Background: an optimization exercise with open tools, aiming at small area and a short achievable clock period. Do not read the settings as production practice. Only simulation tests tie the RTL to the original design; equivalence was not proved. Power and IR drop assume default switching activity.

==> design/flow/design.v <==
module pwm_sched (
    input  wire        clk,
    input  wire        rst,         
    input  wire        tick,        
    input  wire        fault,       
    input  wire        cmd_valid,
    input  wire [31:0] cmd,
    output reg         rsp_valid,
    output reg         rsp_err,
    output wire [31:0] rsp_data,
    output wire [17:0] pwm_out
);
    localparam integer NCH   = 18;
    localparam integer DSPLIT = 6;              
    localparam [19:0]  NUM   = 20'd1000000;     
    localparam [15:0]  HELD  = 16'hFFFF;
    reg        initialized, running, disable_req, lock, fault_flag;
    reg [15:0] period_ticks;
    reg [15:0] counter;
    reg [15:0] compare;
    reg [4:0]  cursor;
    reg [31:0] period_count;
    reg [17:0] out;
    reg [31:0] rsp_q;                           
    reg        pend;                            
    reg [4:0]  pch;                             
    reg        ipend;                           
    reg        rdp;                             
    reg [15-DSPLIT:0] dv_q;                     
    reg [17:0] dv_d3;                           
    reg [16*NCH-1:0] sh;                        
    reg [5*NCH-1:0]  sr;                        
    reg [16*NCH-1:0] ap;                        
    reg [5*NCH-1:0]  ar;                        
    reg              aclr;                      
    reg              cstale;                    
    assign pwm_out = out;
    integer i, k;
    function [31:0] inc_r;                      
        input [31:0] a;
        reg c; integer j;
        begin
            c = 1'b1;
            for (j = 0; j < 32; j = j + 1) begin
                inc_r[j] = a[j] ^ c;
                c = c & a[j];
            end
        end
    endfunction
    function [15:0] dec_r;                      
        input [15:0] a;
        reg b; integer j;
        begin
            b = 1'b1;
            for (j = 0; j < 16; j = j + 1) begin
                dec_r[j] = a[j] ^ b;
                b = b & ~a[j];
            end
        end
    endfunction
    function [15:0] sub5_r;                     
        input [15:0] a;
        reg b; integer j;
        begin
            b = 1'b0;
            for (j = 0; j < 16; j = j + 1) begin
                sub5_r[j] = a[j] ^ ((j == 0 || j == 2) ? 1'b1 : 1'b0) ^ b;
                b = (j == 0 || j == 2) ? (~a[j] | b) : (~a[j] & b);
            end
        end
    endfunction
    function lt_r;                              
        input [15:0] a;
        input [15:0] b;
        input tie;
        reg l; integer j;
        begin
            l = tie;
            for (j = 0; j < 16; j = j + 1)      
                l = (~a[j] & b[j]) | (~(a[j] ^ b[j]) & l);
            lt_r = l;
        end
    endfunction
    function [4:0] pop18;                       
        input [17:0] v;
        reg [1:0] a [0:8]; reg [2:0] b [0:4]; reg [3:0] c0, c1; integer j;
        begin
            for (j = 0; j < 9; j = j + 1) a[j] = {1'b0, v[2*j]} + {1'b0, v[2*j+1]};
            for (j = 0; j < 4; j = j + 1) b[j] = {1'b0, a[2*j]} + {1'b0, a[2*j+1]};
            b[4] = {1'b0, a[8]};
            c0 = {1'b0, b[0]} + {1'b0, b[1]};
            c1 = {1'b0, b[2]} + {1'b0, b[3]};
            pop18 = {1'b0, c0} + {1'b0, c1} + {2'b0, b[4]};
        end
    endfunction
    function [17:0] div_step;                   
        input [15:0] r;                         
        input integer s;                        
        input [15:0] d;
        input [17:0] d3;                        
        integer w;                              
        reg [17:0] x, m1, m2, m3, t1, t2, t3, msk;
        reg g1, g2, g3;
        begin
            w   = (22 - s < 18) ? 22 - s : 18;
            msk = (18'd1 << w) - 18'd1;
            x   = {r, NUM[s+1], NUM[s]} & msk;
            m1  = {2'b0, d} & msk;
            m2  = {1'b0, d, 1'b0} & msk;
            if (w < 18)
                m3 = (({2'b0, d} & msk) + ({1'b0, d, 1'b0} & msk)) & msk;
            else
                m3 = d3;
            g1 = ({2'b0, d} <= msk)      && (x >= m1);
            g2 = ({2'b0, d} <= msk / 2)  && (x >= m2);
            g3 = ({2'b0, d} <= msk / 3)  && (x >= m3);
            t1 = x - m1;
            t2 = x - m2;
            t3 = x - m3;
            if (g3)      div_step = {2'd3, t3[15:0]};
            else if (g2) div_step = {2'd2, t2[15:0]};
            else if (g1) div_step = {2'd1, t1[15:0]};
            else         div_step = {2'd0, x[15:0]};
            if (20 - s < 16)
                div_step[15:0] = div_step[15:0] & ((16'd1 << (20 - s)) - 16'd1);
        end
    endfunction
    function [31:0] div_head;                   
        input [15:0] d;
        input [17:0] d3;
        reg [15:0] r; reg [15:0] q; reg [17:0] st; integer s;
        begin
            r = {12'd0, NUM[19:16]}; q = 16'd0;
            for (s = 14; s >= DSPLIT; s = s - 2) begin
                st = div_step(r, s, d, d3);
                q[s+1 -: 2] = st[17:16];
                r = st[15:0];
            end
            div_head = {r, q};
        end
    endfunction
    function [1:0] div_qd;                      
        input [17:0] x;
        input [15:0] d;
        input [17:0] d3;
        begin
            if (x >= d3)                      div_qd = 2'd3;
            else if (x >= {1'b0, d, 1'b0})    div_qd = 2'd2;
            else if (x >= {2'b0, d})          div_qd = 2'd1;
            else                              div_qd = 2'd0;
        end
    endfunction
    function [15:0] div_tail;
        input [15:0] rin;
        input [15:0] d;
        input [17:0] d3;
        reg [15:0] r; reg [15:0] q; reg [17:0] st; reg [17:0] x, c1, c2, c3;
        reg [1:0] q0, q1, q2, q3, qb;
        begin
            q = 16'd0;
            st = div_step(rin, 4, d, d3);              
            q[5:4] = st[17:16];
            r = st[15:0];
            st = div_step(r, 2, d, d3);                
            q[3:2] = st[17:16];
            qb = st[17:16];
            x  = {r, NUM[3], NUM[2]};
            c1 = x - {2'b0, d};
            c2 = x - {1'b0, d, 1'b0};
            c3 = x - d3;
            q0 = div_qd({x[15:0],  NUM[1], NUM[0]}, d, d3);    
            q1 = div_qd({c1[15:0], NUM[1], NUM[0]}, d, d3);
            q2 = div_qd({c2[15:0], NUM[1], NUM[0]}, d, d3);
            q3 = div_qd({c3[15:0], NUM[1], NUM[0]}, d, d3);
            case (qb)
                2'd0: q[1:0] = q0;
                2'd1: q[1:0] = q1;
                2'd2: q[1:0] = q2;
                default: q[1:0] = q3;
            endcase
            div_tail = q;
        end
    endfunction
    wire [17:0] hz3   = {2'b0, cmd[15:0]} + {1'b0, cmd[15:0], 1'b0};
    wire [31:0] dh    = div_head(cmd[15:0], hz3);
    wire [15:0] dt    = div_tail(rsp_q[31:16], rsp_q[15:0], dv_d3);
    wire [15:0] p_new = {dv_q, dt[DSPLIT-1:0]};
    wire [15:0] p_eff = ipend ? p_new : period_ticks;    
    assign rsp_data = ipend ? {16'd0, p_new} : rdp ? rd_data : rsp_q;
    wire [15:0] pv = rsp_q[15:0];
    reg  [4:0]  ro;                             
    reg  [NCH-1:0] lt;                          
    reg  [5*NCH-1:0] sr_eff;
    reg  [4:0]  nlo;
    reg  [NCH-1:0] lo;
    reg  [4:0]  rk;
    reg         up, dn, c1, c0;
    always @* begin
        ro = 5'd0;
        for (k = 0; k < NCH; k = k + 1)
            if (pch == k[4:0]) ro = sr[5*k +: 5];
        for (k = 0; k < NCH; k = k + 1) begin
            lt[k] = lt_r(pv, sh[16*k +: 16], pch < k[4:0]);
            lo[k] = (pch != k[4:0]) && !lt[k];
        end
        nlo = pop18(lo);
        for (k = 0; k < NCH; k = k + 1) begin
            rk  = sr[5*k +: 5];
            up  = lt[k] & ~(ro < rk);
            dn  = ~lt[k] & (ro < rk);
            c1  = 1'b1;
            c0  = 1'b1;
            for (i = 0; i < 5; i = i + 1) begin
                sr_eff[5*k+i] = rk[i] ^ ((up & c1) | (dn & c0));
                c1 = c1 & rk[i];
                c0 = c0 & ~rk[i];
            end
            if (!pend)
                sr_eff[5*k +: 5] = rk;
            else if (pch == k[4:0])
                sr_eff[5*k +: 5] = nlo;
        end
    end
    wire [15:0] counter_inc = inc_r({16'd0, counter});
    wire        wrap     = (counter_inc == period_ticks);   
    wire        run1     = running & ~fault;
    wire        tk       = tick & run1;
    wire        ps       = tk & wrap;                   
    wire        ps_dis   = ps & disable_req;
    wire        ld       = ps & ~disable_req & ~lock;   
    reg  [NCH-1:0] eqm;
    reg  [4:0]  neq;
    reg  [4:0]  cur2;
    reg  [4:0]  rq;
    reg  [15:0] pr_ap, pr;
    reg  [NCH-1:0] selc;
    reg         match;
    reg  [15:0] target;
    reg  [15:0] cmp_w;
    always @* begin
        target = wrap ? 16'd0 : counter_inc;
        for (k = 0; k < NCH; k = k + 1) begin
            selc[k] = (ar[5*k +: 5] == cursor);
            if (!wrap)
                eqm[k] = !aclr && (ap[16*k +: 16] == counter_inc);
            else if (lock)
                eqm[k] = !aclr && (ap[16*k +: 16] == 16'd0);
            else
                eqm[k] = (sh[16*k +: 16] == 16'd0);
        end
        if (wrap)
            match = |eqm;
        else if (cstale)
            match = (cursor < 5'd18) && (|(eqm & selc));
        else
            match = (cursor < 5'd18) && (counter_inc == compare);
        neq  = pop18(eqm);
        cur2 = (wrap ? 5'd0 : cursor) + neq;
        rq   = (match && (tk || !cstale)) ? cur2 : cstale ? cursor : 5'd0;
        pr_ap = 16'd0;
        for (k = 0; k < NCH; k = k + 1)
            if (ar[5*k +: 5] == rq) pr_ap = pr_ap | ap[16*k +: 16];
        pr = aclr ? HELD : pr_ap;
        cmp_w = (rq < 5'd18) ? pr : target;
    end
    reg        n_running, n_disable_req, n_fault;
    reg [15:0] n_counter, n_compare;
    reg [4:0]  n_cursor;
    reg [31:0] n_period_count;
    reg [17:0] n_out;
    always @* begin
        n_fault        = fault_flag | fault;
        n_running      = run1;
        n_disable_req  = disable_req & ~fault;
        n_counter      = counter;
        n_compare      = cstale ? cmp_w : compare;
        n_cursor       = fault ? 5'd18 : cursor;
        n_period_count = period_count;
        n_out          = fault ? 18'd0 : out;
        if (tk) begin
            n_counter = wrap ? 16'd0 : counter_inc;
            if (ps_dis) begin
                n_running     = 1'b0;
                n_disable_req = 1'b0;
                n_cursor      = 5'd18;
            end else begin
                if (wrap) begin
                    n_out          = {NCH{1'b1}};
                    n_period_count = inc_r(period_count);
                    n_cursor       = 5'd0;
                end
                if (match) begin
                    n_out    = n_out & ~eqm;
                    n_cursor = cur2;
                end
                if (wrap && !lock)
                    n_compare = (rq < 5'd18) ? compare : 16'd0;
                else if (wrap || match)
                    n_compare = cmp_w;
            end
        end
    end
    wire [3:0]  op  = cmd[31:28];
    wire [4:0]  wch = cmd[20:16];
    wire [15:0] w   = cmd[15:0];
    wire [7:0]  rn  = cmd[23:16];
    wire [15:0] wv  = (w == HELD) ? HELD : (w[15:3] != 13'd0 || w[2:0] > 3'd5) ? sub5_r(w) : 16'd0;
    wire c_nop   = cmd_valid && op == 4'h0;
    wire c_init  = cmd_valid && op == 4'h1;
    wire c_en    = cmd_valid && op == 4'h2;
    wire c_dis   = cmd_valid && op == 4'h3;
    wire c_lock  = cmd_valid && op == 4'h4;
    wire c_width = cmd_valid && op == 4'h5;
    wire c_read  = cmd_valid && op == 4'hC;
    wire init_ok  = c_init && cmd[27:16] == 12'd0 && !n_running && !n_fault && cmd[15:4] != 12'd0;
    wire en_ok    = c_en && cmd[27:0] == 28'd0 && !n_fault && initialized;
    wire dis_ok   = c_dis && cmd[27:0] == 28'd0;
    wire lock_ok  = c_lock && cmd[27:1] == 27'd0;
    wire width_ok = c_width && cmd[27:21] == 7'd0 && wch < 5'd18;
    wire rn_ok    = rn <= 8'h06 || (rn >= 8'h10 && rn <= 8'h21) || (rn >= 8'h30 && rn <= 8'h41);
    wire rd_ok    = c_read && cmd[27:24] == 4'd0 && cmd[15:0] == 16'd0 && rn_ok;
    wire [8:0] qc = rsp_q[13:5];
    wire [4:0] qj = rsp_q[4:0];
    reg [31:0] rd_data;
    reg [20:0] rd_pa;                           
    reg [4:0]  kq;
    always @* begin
        kq = qc[3] ? cursor : qj;
        rd_pa = 21'd0;
        for (k = 0; k < NCH; k = k + 1)
            if (ar[5*k +: 5] == kq)
                rd_pa = rd_pa | {k[4:0], ap[16*k +: 16]};
    end
    always @* begin
        rd_data = 32'd0;
        if (qc[0]) rd_data = rd_data | {27'd0, fault_flag, lock, disable_req, running, initialized};
        if (qc[1]) rd_data = rd_data | {16'd0, period_ticks};
        if (qc[2]) rd_data = rd_data | {16'd0, counter};
        if (qc[3]) rd_data = rd_data | {16'd0, cstale ? rd_pa[15:0] : compare};
        if (qc[4]) rd_data = rd_data | {27'd0, cursor};
        if (qc[5]) rd_data = rd_data | {14'd0, out};
        if (qc[6]) rd_data = rd_data | period_count;
        if (qc[7])
            for (k = 0; k < NCH; k = k + 1)
                if (qj == k[4:0]) rd_data[15:0] = rd_data[15:0] | sh[16*k +: 16];
        if (qc[8]) rd_data[20:0] = rd_data[20:0] | (aclr ? {qj, HELD} : rd_pa);
    end
    wire cmd_ok = init_ok | en_ok | dis_ok | lock_ok | width_ok | rd_ok |
                  (c_nop && cmd[27:0] == 28'd0);
    wire clr = rst | init_ok;                   
    wire [15:0] sh_d = wv | {16{clr}};          
    always @(posedge clk) begin
        if (rst) begin
            initialized  <= 1'b0;
            running      <= 1'b0;
            disable_req  <= 1'b0;
            lock         <= 1'b0;
            fault_flag   <= 1'b0;
            period_ticks <= 16'd0;
            counter      <= 16'd0;
            compare      <= 16'd0;
            cursor       <= 5'd18;
            period_count <= 32'd0;
            out          <= 18'd0;
            rsp_valid    <= 1'b0;
            rsp_err      <= 1'b0;
            pend         <= 1'b0;
            ipend        <= 1'b0;
            rdp          <= 1'b0;
            aclr         <= 1'b1;
            cstale       <= 1'b0;
        end else begin
            fault_flag   <= n_fault;
            period_ticks <= p_eff;
            period_count <= n_period_count;
            out          <= n_out;
            rsp_valid    <= cmd_valid;
            rsp_err      <= cmd_valid & ~cmd_ok;
            pend         <= width_ok;
            ipend        <= init_ok;
            rdp          <= rd_ok;
            aclr         <= init_ok | (aclr & ~ld);
            cstale       <= ld & (rq < 5'd18);
            initialized <= initialized | init_ok;
            lock        <= init_ok ? 1'b0 : lock_ok ? cmd[0] : lock;
            if (init_ok)
                disable_req <= 1'b0;
            else if (en_ok)
                disable_req <= 1'b0;
            else if (dis_ok && n_running)
                disable_req <= 1'b1;
            else
                disable_req <= n_disable_req;
            running <= n_running | (en_ok & ~n_running);
            if (init_ok) begin
                counter <= 16'd0;
                compare <= 16'd0;
                cursor  <= 5'd18;
                period_count <= 32'd0;
            end else if (en_ok && !n_running) begin
                counter <= dec_r(p_eff);
                compare <= n_compare;
                cursor  <= 5'd18;
            end else begin
                counter <= n_counter;
                compare <= n_compare;
                cursor  <= n_cursor;
            end
        end
    end
    always @(posedge clk) begin
        pch   <= wch;
        dv_q  <= dh[15:DSPLIT];
        dv_d3 <= hz3;
        if (init_ok)
            rsp_q <= {dh[31:16], cmd[15:0]};
        else if (width_ok)
            rsp_q <= {16'd0, wv};
        else if (rd_ok)
            rsp_q <= {18'd0, rn == 8'h30 || rn[7:4] == 4'h3 || rn == 8'h40 || rn == 8'h41,    
                             rn[7:4] == 4'h1 || rn == 8'h20 || rn == 8'h21,                   
                             rn == 8'h06, rn == 8'h05, rn == 8'h04, rn == 8'h03,
                             rn == 8'h02, rn == 8'h01, rn == 8'h00,
                             rn[4:0] + 5'd16};
        else
            rsp_q <= 32'd0;
    end
    genvar g;
    generate
        for (g = 0; g < NCH; g = g + 1) begin : gch
            always @(posedge clk) begin
                if (clr || (width_ok && wch == g))
                    sh[16*g +: 16] <= sh_d;
                if (clr)
                    sr[5*g +: 5]   <= g;
                else
                    sr[5*g +: 5]   <= sr_eff[5*g +: 5];
                if (ld) begin
                    ap[16*g +: 16] <= sh[16*g +: 16];
                    ar[5*g +: 5]   <= sr_eff[5*g +: 5];
                end
            end
        end
    endgenerate
endmodule
==> design/flow/flow/run.sh <==
#!/bin/bash
# Own layout flow: the standard layout (standard.sh) with the synthesis
# step of flow/synth.tcl (ABC script below (no buffering pass), adders left to ABC), and the
# port buffers made of buf_4 cells. Each tool's output is in orfs/logs;
# make's own output goes to flow_make.log in the work folder.
set -euo pipefail
W=$(cd "$(dirname "$0")/.." && pwd)
D=7000
printf 'strash\ndch\nmap -D %s\nstrash\ndch\nmap -D %s\ntopo\nstime -c\nupsize -c -D %s\ndnsize -c -D %s\nstime -c\n' $D $D $D $D > "$W/abc.script"
export MY_ABC_SCRIPT="$W/abc.script"
export MY_ABC_D=$D
bash "$W/standard.sh" SYNTH_SCRIPT="$W/flow/synth.tcl" ADDER_MAP_FILE= \
  BUFFER_PORTS_ARGS="-buffer_cell sky130_fd_sc_hd__buf_4" finish > "$W/flow_make.log" 2>&1
==> design/flow/flow/synth.tcl <==
proc synth {args} { yosys synth -nofsm -noshare {*}$args }
proc abc {args} {
  set rest {}
  set i 0
  while {$i < [llength $args]} {
    set a [lindex $args $i]
    if {$a eq "-script" || $a eq "-D"} { incr i 2; continue }
    lappend rest $a
    incr i
  }
  yosys abc -script $::env(MY_ABC_SCRIPT) -D $::env(MY_ABC_D) {*}$rest
}
source $::env(SCRIPTS_DIR)/synth.tcl
# left out here: clear keep_hierarchy, flatten, clean up, hide names made inside functions, write 1_2_yosys.v
==> design/flow/standard.sh <==
#!/bin/bash
# synth_recipe.tcl (not shown) runs the flow's synth.tcl, then flattens the netlist and writes it again
# the make line also repeats each setting of config.mk as NAME=value (left out here)
make -C /OpenROAD-flow-scripts/flow DESIGN_CONFIG=/design/flow/config.mk WORK_HOME=/design/flow/orfs CLKGATE_MAP_FILE= SYNTH_SCRIPT=/design/flow/synth_recipe.tcl "${@:-finish}"
==> design/flow/config.mk <==
export PLATFORM = sky130hd
export DESIGN_NAME = pwm_sched
export DESIGN_NICKNAME = pwm_sched
export VERILOG_FILES = /design/flow/design.v
export SDC_FILE = /design/flow/constraint.sdc
export NUM_CORES = 8
export LEC_CHECK = 0
export CAP_MARGIN = 20
export CORE_MARGIN = 2
export CORE_UTILIZATION = 40
export CTS_BUF_LIST = sky130_fd_sc_hd__clkbuf_8
export CTS_CLUSTER_DIAMETER = 60
export CTS_CLUSTER_SIZE = 12
export PLACE_DENSITY = 0.55
export SLEW_MARGIN = 20
==> design/flow/constraint.sdc <==
create_clock -name core_clock -period 100.0 [get_ports {clk}]
set_input_delay 20.0000 -clock core_clock [delete_from_list [all_inputs] [get_ports {clk}]]
set_output_delay 20.0000 -clock core_clock [all_outputs]
set_load 0.01 [all_outputs]
==> flow_summary.ini <==
[hold_path]
hold_class = reg -> reg

[sta]
max_freq_ghz = 0.03255
min_period_ns = 30.72
fin_ws_ns = 69.28
setup_viol = 0
tightest_slew_ns = 1.342
finalMaxSlewViolations = 0
hold_viol = 0
post-route-period-util = 0.3072
whs_ns = 0.4392
setup_tns_ns = 0
rsz0062_at_grt = no
max-slew-margin-rel = 0.09827
final.setup_skew_ns = 0.09740

[power]
p_comb_frac = 0.118
ir_worst_vdd_mv = 0.01265
p_seq_frac = 0.542
pwr-share-clk = 0.341
p_per_area_nw_per_um2 = 11.23
swShare = 0.3140
total_power_mw = 0.8439
static-leakage-power_nw = 25.89
power.switching_mw = 0.2650
p_int_mw = 0.5788

[route]
top_layer = met5
via_count = 78278
routed_wirelength_mm = 435.7
wl_met2_mm = 173.5
drc = 0
drtIter0Drc = 13282
wl_per_cell_um = 38.20
m1WireLength_mm = 159.7
wl_met3_mm = 65.75
drt_pass1_iterations = 9
ant_nets = 0
vias_per_cell = 6.862

[clocking]
root_buffer = clkbuf_8
clockBufferDepth = 3
clkSlewWorstSetupHoldPaths_ns = 0.09
cts_hold_buf = 0
cts_setup_buffers = 0
cts.sinks = 934
numCtsBuffers = 104
cts_resized = 0
htreeDepth = 3
worstSkewPairLatency_ns = 0.98
cts_tree = built

[grt]
grt_pass1_wl_mm = 581.2
grt_usage = 0.4854
grt_pass1_vias = 70110
grt_overflow = 0
antenna_found_initial = 32
grt_start_max_net_pins = 109

[placement]
portBuffers = 88
placedCellCount = 11201
hpwl_mm = 340.2
placed_area_um2 = 72870
gp_congestion = 1.138
pre_cts_slack_ns = 70.19

[die]
initial_core_util = 0.4034
dieWidth_um = 414.9
io_pins = 89
die_h_um = 414.9
fp.dieArea_um2 = 172100
fp-row-count = 150
coreArea_um2 = 167400

[layout]
areaGrowthSynthToFinish_pct = 11.31
fin_nets = 9143
finalCoreUtilization = 0.4490
drive_gt1_frac = 0.09966
fin_cells = 11407
final_cell_area_um2 = 75170

[synth]
syn_area_um2 = 67530
syn_nets = 8735
synth_ff_type = edfxtp_1
ys_ff_latch = 934
synth_edf_count = 666
syn-instance-count = 8698
yosysSeqAreaShare = 0.3756
ys_async_sr_fraction = 0
ys_types = 113
avgSynthCellArea_um2 = 7.764
yosys_warnings = 5

[status]
outcome = timing/DRC/antenna clean

[worst_setup_path]
critical_path_required_ns = 80.00
slowest_stage = o41ai_4
crit_family = compound AO/OA/AOI/OAI gates
cp-start-kind = register
crit_fanout = 20
critical_path_class = reg -> out
cp.arrival_ns = 10.72
endpoint_kind = primary output
slowest_delay_ns = 0.84
crit_buf_inv = 5
cp_common_cell = nand2_1

[flow_run]
maxCapViolations = 0
-- final timing paths --
check,startpoint,to,slack (ns),cells past startpoint
worst max register to register,counter[0],compare[1],87.33,52
worst min-delay path,sh[80],ap[80],0.44,0
worst max-delay path,rsp_q[16],rsp_data[0],69.28,46
worst min register to register,sh[80],ap[80],0.44,0
-- routing by layer --
| metal | global-route usage | vias to the layer above |
|---|---|---|
| met5 | 0 | - |
| met4 | 0.3296 | 26 |
| met3 | 0.2097 | 1549 |
| met2 | 0.6821 | 6549 |
| met1 | 0.5972 | 37532 |
| li1 | - | 32622 |
-- state kept, by name (all words and copies together), names as in the netlist, 5 cells and up --
name,cells
ap,288
period_count,32
cursor,5
rsp_q,30
dv_d3,18
sr,90
period_ticks,16
ar,90
sh,288
dv_q,10
out,18
compare,16
counter,16
pch,5
-- power by group through the flow --
stage               sequential (mW)  clock (mW)  combinational [mW]
floorplan                     0.445           0              0.0580
global placement              0.462           0              0.0940
detailed placement            0.462           0              0.0944
CTS                           0.453       0.286              0.0948
global route                  0.455       0.300               0.105
finish                        0.457       0.287              0.0994
-- logic make-up after synthesis --
family,synth area share
XOR/XNOR,0.07328
multiplexers,0.0001482
flip-flops,0.3756
buffers and inverters,0.07352
AO/OA/AOI/OAI,0.2607
adder cells (fa/ha/maj),0.002408
AND/OR/NAND/NOR,0.2143
-- final cells by class --
| type | instances | area (µm²) |
|---|---|---|
| clock inverter | 72 | 639.4 |
| multi-input combinational | 6521 | 37580 |
| timing repair buffer | 302 | 2292 |
| inverter | 1243 | 4972 |
| antenna | 22 | 55.05 |
| fill | 17040 | 92240 |
| clock buffer | 109 | 1500 |
| sequential | 934 | 25370 |
| tap | 2204 | 2758 |
-- layout by cell type (no fill, tap or decap), types with 166 or more instances in the layout --
| cell | synthesis | final |
|---|---|---|
| nor2_1 | 1197 | 1179 |
| clkinv_1 | 1130 | 1131 |
| nand2_1 | 1026 | 1026 |
| edfxtp_1 | 666 | 666 |
| o21ai_0 | 638 | 616 |
| a21oi_1 | 616 | 614 |
| xor2_1 | 438 | 438 |
| o22ai_1 | 418 | 417 |
| buf_4 | 0 | 298 |
| dfxtp_1 | 268 | 260 |
| nand3_1 | 224 | 222 |
| a221oi_1 | 203 | 203 |
| nor3_1 | 194 | 192 |
| nor4_1 | 173 | 168 |
| a22oi_1 | 166 | 166 |
-- cells in the mapped netlist (all sizes together), types with 198 or more instances --
cell	instances	area, µm²
a21oi	637	3312
nand3	243	1334
xor2	445	3961
clkinv	1132	4252
dfxtp	268	5365
o22ai	420	2648
nor2	1247	4997
nor3	198	1017
edfxtp	666	20000
o21ai	725	3726
a221oi	206	1823
nand2	1084	4308

separate check: timing with driven ports:
No port has a modelled driver above. Below, the same layout with a new extraction and two added sets of constraints.
Step 1 (the two cells are an assumption about what drives the block):
set clk [get_ports {clk}]
set_driving_cell -lib_cell sky130_fd_sc_hd__clkbuf_16 $clk
set_driving_cell -lib_cell sky130_fd_sc_hd__buf_2 [delete_from_list [all_inputs] $clk]
Step 2 times the ports against the registers' clock, not the clock port: input delays grow and output delays shrink by t, the midpoint of the rising clock arrivals with the driver on.
Slacks: no drivers / after step 1 / after step 2; pairs: no drivers / after step 1.
t (ns): 1.016
setup slack, ns: 69.277 / 69.188 / 69.945
worst slew at a driven data input, ns: 0.11
cell pins on the clock port's net: 1
After both steps setup and hold are still met in this run. For this run, drivers alone change the setup slack by -0.089 ns; drivers and shift together by +0.668 ns.
